What follows belongs to an exercise in optimizing a design on an open flow for small area, a short achievable clock period and few clock cycles; a production flow would make more cautious choices. Only simulation tests tie the RTL to the original design; equivalence was not proved. Power and IR drop assume default switching activity.

[config.mk]
export PLATFORM = sky130hd
export DESIGN_NAME = tinputer_core
export DESIGN_NICKNAME = tinputer_core
export VERILOG_FILES = /design/flow/design.v
export SDC_FILE = /design/flow/constraint.sdc
export NUM_CORES = 4
export LEC_CHECK = 0
export CAP_MARGIN = 20
export CORE_MARGIN = 2
export CORE_UTILIZATION = 25
export GPL_ROUTABILITY_DRIVEN = 1
export PLACE_DENSITY = 0.4
export SLEW_MARGIN = 20
[constraint.sdc]
create_clock -name core_clock -period 11.0 [get_ports {clk}]
set_input_delay 2.2000 -clock core_clock [delete_from_list [all_inputs] [get_ports {clk}]]
set_output_delay 2.2000 -clock core_clock [all_outputs]
set_load 0.01 [all_outputs]
[design.v]
module tinputer_core (
    input  wire         clk,
    input  wire         rst,         
    input  wire         cmd_valid,
    output wire         cmd_ready,
    input  wire [1:0]   cmd_op,
    input  wire [15:0]  cmd_addr,
    input  wire [7:0]   cmd_wdata,
    output reg          rsp_valid,
    output reg          rsp_fault,
    output reg          rsp_kind,    
    output reg  [2:0]   rsp_phase,
    output reg          rsp_width,   
    output reg  [15:0]  rsp_addr,
    output reg  [7:0]   rsp_rdata,
    output wire [127:0] regs         
);
    localparam [16:0] MAX_OFFSET = 17'd255;
    localparam [7:0] OP_ADD     = 8'h10;
    localparam [7:0] OP_AND     = 8'h11;
    localparam [7:0] OP_OR      = 8'h12;
    localparam [7:0] OP_MOV_LIT = 8'h13;
    localparam [7:0] OP_MOV_MEM = 8'h14;
    localparam [7:0] OP_MOV_R2M = 8'h15;
    localparam [7:0] OP_MOV_REG = 8'h16;
    localparam [2:0] PH_OPCODE  = 3'd0;
    localparam [2:0] PH_OPERAND = 3'd1;
    localparam [2:0] PH_LOAD    = 3'd2;
    localparam [2:0] PH_STORE   = 3'd3;
    localparam [2:0] PH_EXEC    = 3'd4;
    localparam [2:0] PH_HOST    = 3'd5;
    localparam [2:0] S_IDLE     = 3'd0;
    localparam [2:0] S_FETCH    = 3'd1;
    localparam [2:0] S_EXEC     = 3'd2;
    localparam [2:0] S_LOAD_HI  = 3'd3;
    localparam [2:0] S_LOAD_LO  = 3'd4;
    localparam [2:0] S_STORE_HI = 3'd5;
    localparam [2:0] S_STORE_LO = 3'd6;
    reg [7:0]  mem [0:255];
    reg [15:0] x   [0:7];
    reg [2:0]  state;
    reg [1:0]  fidx;         
    reg [7:0]  ib [0:3];     
    reg [7:0]  ld_hi;        
    assign cmd_ready = (state == S_IDLE);
    assign regs = {x[7], x[6], x[5], x[4], x[3], x[2], x[1], x[0]};
    wire [15:0] ip = x[0];
    wire [7:0] op = ib[0];
    wire is_rr  = (op == OP_ADD) || (op == OP_AND) || (op == OP_OR) || (op == OP_MOV_REG);
    wire is_wr  = (op == OP_MOV_LIT) || (op == OP_MOV_MEM);
    wire is_rw  = (op == OP_MOV_R2M);
    wire [1:0] last_idx = is_rr ? 2'd2 : (is_wr || is_rw) ? 2'd3 : 2'd0;
    wire word_start  = (is_wr && fidx == 2'd1) || (is_rw && fidx == 2'd2);
    wire word_second = (is_wr && fidx == 2'd2) || (is_rw && fidx == 2'd3);
    wire [7:0]  f_r1   = ib[1];                 
    wire [7:0]  f_r2   = ib[2];                 
    wire [15:0] f_wr16 = {ib[1], ib[2]};        
    wire [7:0]  f_wrd  = ib[3];                 
    wire [15:0] f_rw16 = {ib[2], ib[3]};        
    reg  [15:0] rd_addr;
    always @(*) begin
        case (state)
            S_FETCH:   rd_addr = word_second ? ip + 16'd1 : ip;
            S_LOAD_HI: rd_addr = f_wr16;
            S_LOAD_LO: rd_addr = f_wr16 + 16'd1;
            default:   rd_addr = cmd_addr;
        endcase
    end
    wire [7:0] rd_data = mem[rd_addr[7:0]];
    function in_range1(input [15:0] a);
        in_range1 = ({1'b0, a} <= MAX_OFFSET);
    endfunction
    function in_range2(input [15:0] a);
        in_range2 = ({1'b0, a} + 17'd1 <= MAX_OFFSET);
    endfunction
    wire [15:0] v1 = x[f_r1[2:0]];
    wire [15:0] v2 = x[f_r2[2:0]];
    reg  [15:0] alu;
    always @(*) begin
        case (op)
            OP_ADD:  alu = v1 + v2;
            OP_AND:  alu = v1 & v2;
            default: alu = v1 | v2;
        endcase
    end
    integer i;
    task respond_ok;
        begin
            rsp_valid <= 1'b1;
            rsp_fault <= 1'b0;
        end
    endtask
    task respond_fault(input kind, input [2:0] phase, input width, input [15:0] addr);
        begin
            rsp_valid <= 1'b1;
            rsp_fault <= 1'b1;
            rsp_kind  <= kind;
            rsp_phase <= phase;
            rsp_width <= width;
            rsp_addr  <= addr;
        end
    endtask
    always @(posedge clk) begin
        if (rst) begin
            state     <= S_IDLE;
            fidx      <= 2'd0;
            rsp_valid <= 1'b0;
            rsp_fault <= 1'b0;
            rsp_kind  <= 1'b0;
            rsp_phase <= 3'd0;
            rsp_width <= 1'b0;
            rsp_addr  <= 16'd0;
            rsp_rdata <= 8'd0;
            for (i = 0; i < 8; i = i + 1)
                x[i] <= 16'd0;
        end else begin
            rsp_valid <= 1'b0;
            case (state)
                S_IDLE: begin
                    if (cmd_valid) begin
                        case (cmd_op)
                            2'b00: begin
                                fidx  <= 2'd0;
                                state <= S_FETCH;
                            end
                            2'b01: begin
                                if (in_range1(cmd_addr)) begin
                                    mem[cmd_addr[7:0]] <= cmd_wdata;
                                    respond_ok;
                                end else
                                    respond_fault(1'b0, PH_HOST, 1'b0, cmd_addr);
                            end
                            default: begin
                                if (in_range1(cmd_addr)) begin
                                    rsp_rdata <= rd_data;
                                    respond_ok;
                                end else
                                    respond_fault(1'b0, PH_HOST, 1'b0, cmd_addr);
                            end
                        endcase
                    end
                end
                S_FETCH: begin
                    if (fidx == 2'd0) begin
                        if (!in_range1(ip)) begin
                            respond_fault(1'b0, PH_OPCODE, 1'b0, ip);
                            state <= S_IDLE;
                        end else begin
                            ib[0] <= rd_data;
                            x[0]  <= ip + 16'd1;
                            fidx  <= 2'd1;
                        end
                    end else if (word_second) begin
                        ib[fidx] <= rd_data;
                        x[0]     <= ip + 16'd2;
                        fidx     <= fidx + 2'd1;
                        if (fidx == last_idx)
                            state <= S_EXEC;
                    end else if (word_start) begin
                        if (!in_range2(ip)) begin
                            respond_fault(1'b0, PH_OPERAND, 1'b1, ip);
                            state <= S_IDLE;
                        end else begin
                            ib[fidx] <= rd_data;
                            fidx     <= fidx + 2'd1;
                        end
                    end else begin
                        if (!in_range1(ip)) begin
                            respond_fault(1'b0, PH_OPERAND, 1'b0, ip);
                            state <= S_IDLE;
                        end else begin
                            ib[fidx] <= rd_data;
                            x[0]     <= ip + 16'd1;
                            fidx     <= fidx + 2'd1;
                            if (fidx == last_idx)
                                state <= S_EXEC;
                        end
                    end
                    if (fidx == 2'd0 && in_range1(ip) &&
                        !(rd_data >= OP_ADD && rd_data <= OP_MOV_REG)) begin
                        respond_ok;
                        state <= S_IDLE;
                    end
                end
                S_EXEC: begin
                    state <= S_IDLE;
                    if (is_rr) begin
                        if (f_r1 > 8'd7)
                            respond_fault(1'b1, PH_EXEC, 1'b0, {8'd0, f_r1});
                        else if (f_r2 > 8'd7)
                            respond_fault(1'b1, PH_EXEC, 1'b0, {8'd0, f_r2});
                        else begin
                            if (op == OP_MOV_REG)
                                x[f_r2[2:0]] <= v1;
                            else
                                x[1] <= alu;
                            respond_ok;
                        end
                    end else if (is_wr) begin
                        if (f_wrd > 8'd7)
                            respond_fault(1'b1, PH_EXEC, 1'b0, {8'd0, f_wrd});
                        else if (op == OP_MOV_LIT) begin
                            x[f_wrd[2:0]] <= f_wr16;
                            respond_ok;
                        end else if (!in_range2(f_wr16))
                            respond_fault(1'b0, PH_LOAD, 1'b1, f_wr16);
                        else
                            state <= S_LOAD_HI;
                    end else begin
                        if (f_r1 > 8'd7)
                            respond_fault(1'b1, PH_EXEC, 1'b0, {8'd0, f_r1});
                        else if (!in_range2(f_rw16))
                            respond_fault(1'b0, PH_STORE, 1'b1, f_rw16);
                        else
                            state <= S_STORE_HI;
                    end
                end
                S_LOAD_HI: begin
                    ld_hi <= rd_data;
                    state       <= S_LOAD_LO;
                end
                S_LOAD_LO: begin
                    x[f_wrd[2:0]] <= {ld_hi, rd_data};
                    respond_ok;
                    state <= S_IDLE;
                end
                S_STORE_HI: begin
                    mem[f_rw16[7:0]] <= v1[15:8];
                    state <= S_STORE_LO;
                end
                S_STORE_LO: begin
                    mem[f_rw16[7:0] + 8'd1] <= v1[7:0];
                    respond_ok;
                    state <= S_IDLE;
                end
                default: state <= S_IDLE;
            endcase
        end
    end
endmodule
[run.sh]
#!/bin/bash
# synth_recipe.tcl (not shown) runs the flow's synth.tcl, then flattens the netlist and writes it again
# the make line also repeats each setting of config.mk as NAME=value (left out here)
make -C /OpenROAD-flow-scripts/flow DESIGN_CONFIG=/design/flow/config.mk WORK_HOME=/design/flow/orfs CLKGATE_MAP_FILE= SYNTH_SCRIPT=/design/flow/synth_recipe.tcl finish
==> run summary <==
-- cells in the mapped netlist (all sizes together) (8+ instances only) --
cell type | number | share of area
a211oi | 174 | 0.014
a21o | 9 | 0.00070
a21oi | 177 | 0.0093
a221o | 10 | 0.0010
a221oi | 32 | 0.0029
a222oi | 11 | 0.0011
a22oi | 43 | 0.0034
a311oi | 89 | 0.0081
a31o | 26 | 0.0024
a31oi | 179 | 0.012
a32o | 8 | 0.00083
a32oi | 52 | 0.0047
and2 | 45 | 0.0029
and3 | 244 | 0.016
buf | 260 | 0.015
clkbuf | 254 | 0.0099
dfxtp | 36 | 0.0075
edfxtp | 2216 | 0.69
ha | 43 | 0.0056
inv | 64 | 0.0025
mux2 | 8 | 0.00094
mux2i | 168 | 0.018
mux4 | 110 | 0.026
nand2 | 1521 | 0.060
nand3 | 417 | 0.022
nand4 | 49 | 0.0032
nor2 | 496 | 0.020
nor2b | 15 | 0.00098
nor3 | 49 | 0.0026
nor4 | 28 | 0.0020
o211ai | 18 | 0.0014
o21ai | 125 | 0.0065
o21bai | 14 | 0.0011
o221ai | 23 | 0.0021
o22ai | 63 | 0.0043
o31ai | 15 | 0.0012
or3 | 12 | 0.00078
or4 | 12 | 0.00094
xnor2 | 20 | 0.0018
xor2 | 13 | 0.0012
-- routing by layer --
metal | vias to the layer above | GRT usage | share of wire
li1 | 28100 | - | -
met1 | 35200 | 0.289 | 0.45
met4 | 4 | 0.0678 | 0.037
met5 | - | 0 | 0.000035
met3 | 607 | 0.0347 | 0.077
met2 | 3272 | 0.308 | 0.44
-- critical path, cell delays in order --
cell	delay [ns]
clkdlybuf4s50_1	0.56
o21ai_0	0.14
o211ai_1	0.11
a222oi_1	0.51
buf_12	0.29
and2_4	0.59
buf_12	0.45
buf_4	0.40
a311oi_1	0.15
nor4_1	0.80
o31ai_1	0.36
a31oi_1	1.04
or4b_1	0.50
a21oi_2	0.14
o22ai_2	0.40
o22ai_1	0.14
-- final cells by class --
class | instances | share of cell area
Clock buffer | 351 | 0.0636
Sequential cell | 2252 | 0.596
Tap cell | 5038 | 0.0559
Clock inverter | 118 | 0.00931
Multi-Input combinational cell | 4445 | 0.235
Timing Repair Buffer | 446 | 0.0378
Antenna cell | 10 | 0.000222
Inverter | 65 | 0.00216
-- flip-flops by register name (all words and copies together), names as in the netlist --
register and cells:
mem 2048, x 128, ib 32, rsp_addr 16
ld_hi 8, rsp_rdata 8, rsp_phase 3, state 3
fidx 2, rsp_fault 1, rsp_kind 1, rsp_valid 1
rsp_width 1
-- power groups by stage --
stage	Sequential, W	Combinational, W	Clock (W)
after floorplan	0.00973	0.000918	0
after global placement	0.00966	0.00191	0
after detailed placement	0.00966	0.00191	0
after CTS	0.00948	0.00191	0.00870
after global routing	0.00948	0.00201	0.00900
final	0.00949	0.00193	0.00858
-- final timing paths --
check,start,end,slack (ns),depth (start not counted)
setup / recovery,cmd_addr[0],x[0][2]$_DFFE_PP_,2.44,16
hold / removal,rsp_addr[4]$_SDFFE_PP0P_,rsp_addr[4]$_SDFFE_PP0P_,0.49,2
setup reg to reg,ib[2][1]$_DFFE_PP_,x[1][7]$_DFFE_PP_,2.84,16
hold reg to reg,rsp_addr[4]$_SDFFE_PP0P_,rsp_addr[4]$_SDFFE_PP0P_,0.49,2
-- stage by stage --
step	total power (W)	hold slack [ns]	instance area (um^2)	setup WS (ns)	utilization
floorplan	0.0106	0.494	96000	-0.485	-
global placement	0.0116	0.474	104000	1.38	0.273
detailed placement	0.0116	0.487	105000	1.81	0.273
CTS	0.0201	0.500	113000	2.74	0.295
global route	0.0205	0.516	113000	2.48	0.295
finish	0.0200	0.493	113000	2.44	0.295
-- kinds of logic (layout without fill, tap and decap cells) --
logic type / after synthesis / count (layout) / share of synthesized area
simple gates: 2930 / 2930 / 0.134
flops: 2252 / 2252 / 0.701
compound gates: 1152 / 1152 / 0.0845
buf+inv: 579 / 980 / 0.0278
mux: 286 / 286 / 0.0443
fa+ha+maj: 44 / 44 / 0.00582
xor+xnor: 33 / 33 / 0.00301
other cells: 0 / 10 / 0
==> impl_metrics.tcl <==
set metrics [dict create \
    status "timing/DRC/antenna clean" \
    synth-seq-cells 2252 \
    ir_drop_uv 119 \
    ios 189 \
    place_inst 12200 \
    synth_edf_count 2216 \
    p_sw_frac 0.261 \
    synth_cells 7276 \
    rsz0062_at_grt "no" \
    hold_viol 0 \
    clkPwrFrac 0.429 \
    grt_pass1_wl_um 554000 \
    clock_latency_ns 0.93 \
    synth_nets 7349 \
    die_w_um 624 \
    tns_ns 0 \
    start_util 0.251 \
    startpoint_type "input pin" \
    antenna_left 0 \
    via_per_inst 5.27 \
    grt_max_degree 191 \
    antenna_found_initial 27 \
    io_buffer_count 188 \
    postCtsHoldBufs 0 \
    slew_violations 0 \
    dp_hpwl_um 262000 \
    period_share 0.778 \
    final_common_cell "edfxtp_1" \
    grt_pass1_vias 63500 \
    ys.warnings.count 1 \
    nFillCells 38600 \
    area_growth_pct 17.6 \
    syn_area_um2 96000 \
    cts_root_buffer "clkbuf_16" \
    fmax_mhz 117 \
    end_kind "flip-flop" \
    postSynth.asyncResetShare 0 \
    cts_tree "yes" \
    ys_seq_area_frac 0.701 \
    worst_pin_slew_ns 1.37 \
    routabilityCongestion 0.888 \
    slew-limit-headroom 0.0896 \
    crit_type "in -> reg" \
    multi_input_area_um2 26500 \
    dieArea_um2 389000 \
    post_cts_resized 0 \
    drc_errors 0 \
    synth_cell_types 93 \
    powerDensity_nw_per_um2 177 \
    worstPathArrival_ns 9.15 \
    wl_per_cell_um 31.9 \
    synth_ff_type "edfxtp_1" \
    cts_made_buffers 270 \
    clock_sinks 2252 \
    final_cell_mix "edfxtp_1, nand2_1, nor2_1" \
    rows 227 \
    wirelength_um 405000 \
    period_minus_slack_ns 8.56 \
    drt-initial-drc-count 8113 \
    drv_cap 0 \
    final-seq-area_um2 67300 \
    p_sw_w 0.00521 \
    clk_path_buf_depth 4 \
    internal_power_w 0.0148 \
    core_um2 382000 \
    seqPwrFrac 0.474 \
    layout-drive-gt1-share 0.108 \
    track_usage 0.202 \
    vias 67100 \
    fin_skew_ns 0.0547 \
    die_y_um 624 \
    required_ns 11.59 \
    crit_fanout 90 \
    synth.avg_cell_area_um2 13.2 \
    layout.nets 7553 \
    min_path_type "reg -> reg" \
    overflow 0 \
    final_cells 12700 \
    final-setup-viol-count 0 \
    cts_setup_buffers 0 \
    clkTransAtPathRegs_ns 0.05 \
    pwr-share-comb 0.097 \
    power.leakage_nw 36.9 \
    first_pass_iters 8 \
    htreeDepth 5 \
]
Testbench counts, summed over its fixed seeds: cycles 44,958.

[static timing again, ports no longer ideal]
Ports are ideal in the flow. The routed layout listed here was re-timed in OpenROAD.
Step 1 assumes that a clkbuf_16 drives the clock port and a buf_2 every other input.
Step 2 adds t to the input delays and takes it off the output delays; t is the mean of the earliest and latest rising clock arrival at the registers after step 1. Input paths then give back, and output paths get back, about the clock's delay inside the block.
a / b / c = ideal / step 1 / step 2; a / b = the first two.
shift t [ns]: 0.994
setup WS [ns]: 2.444 / 2.517 / 1.523
worst setup path after step 2: input to register
After both steps setup and hold are still met in this run. For this run, drivers alone change the setup slack by +0.073 ns; drivers and shift together by -0.921 ns.
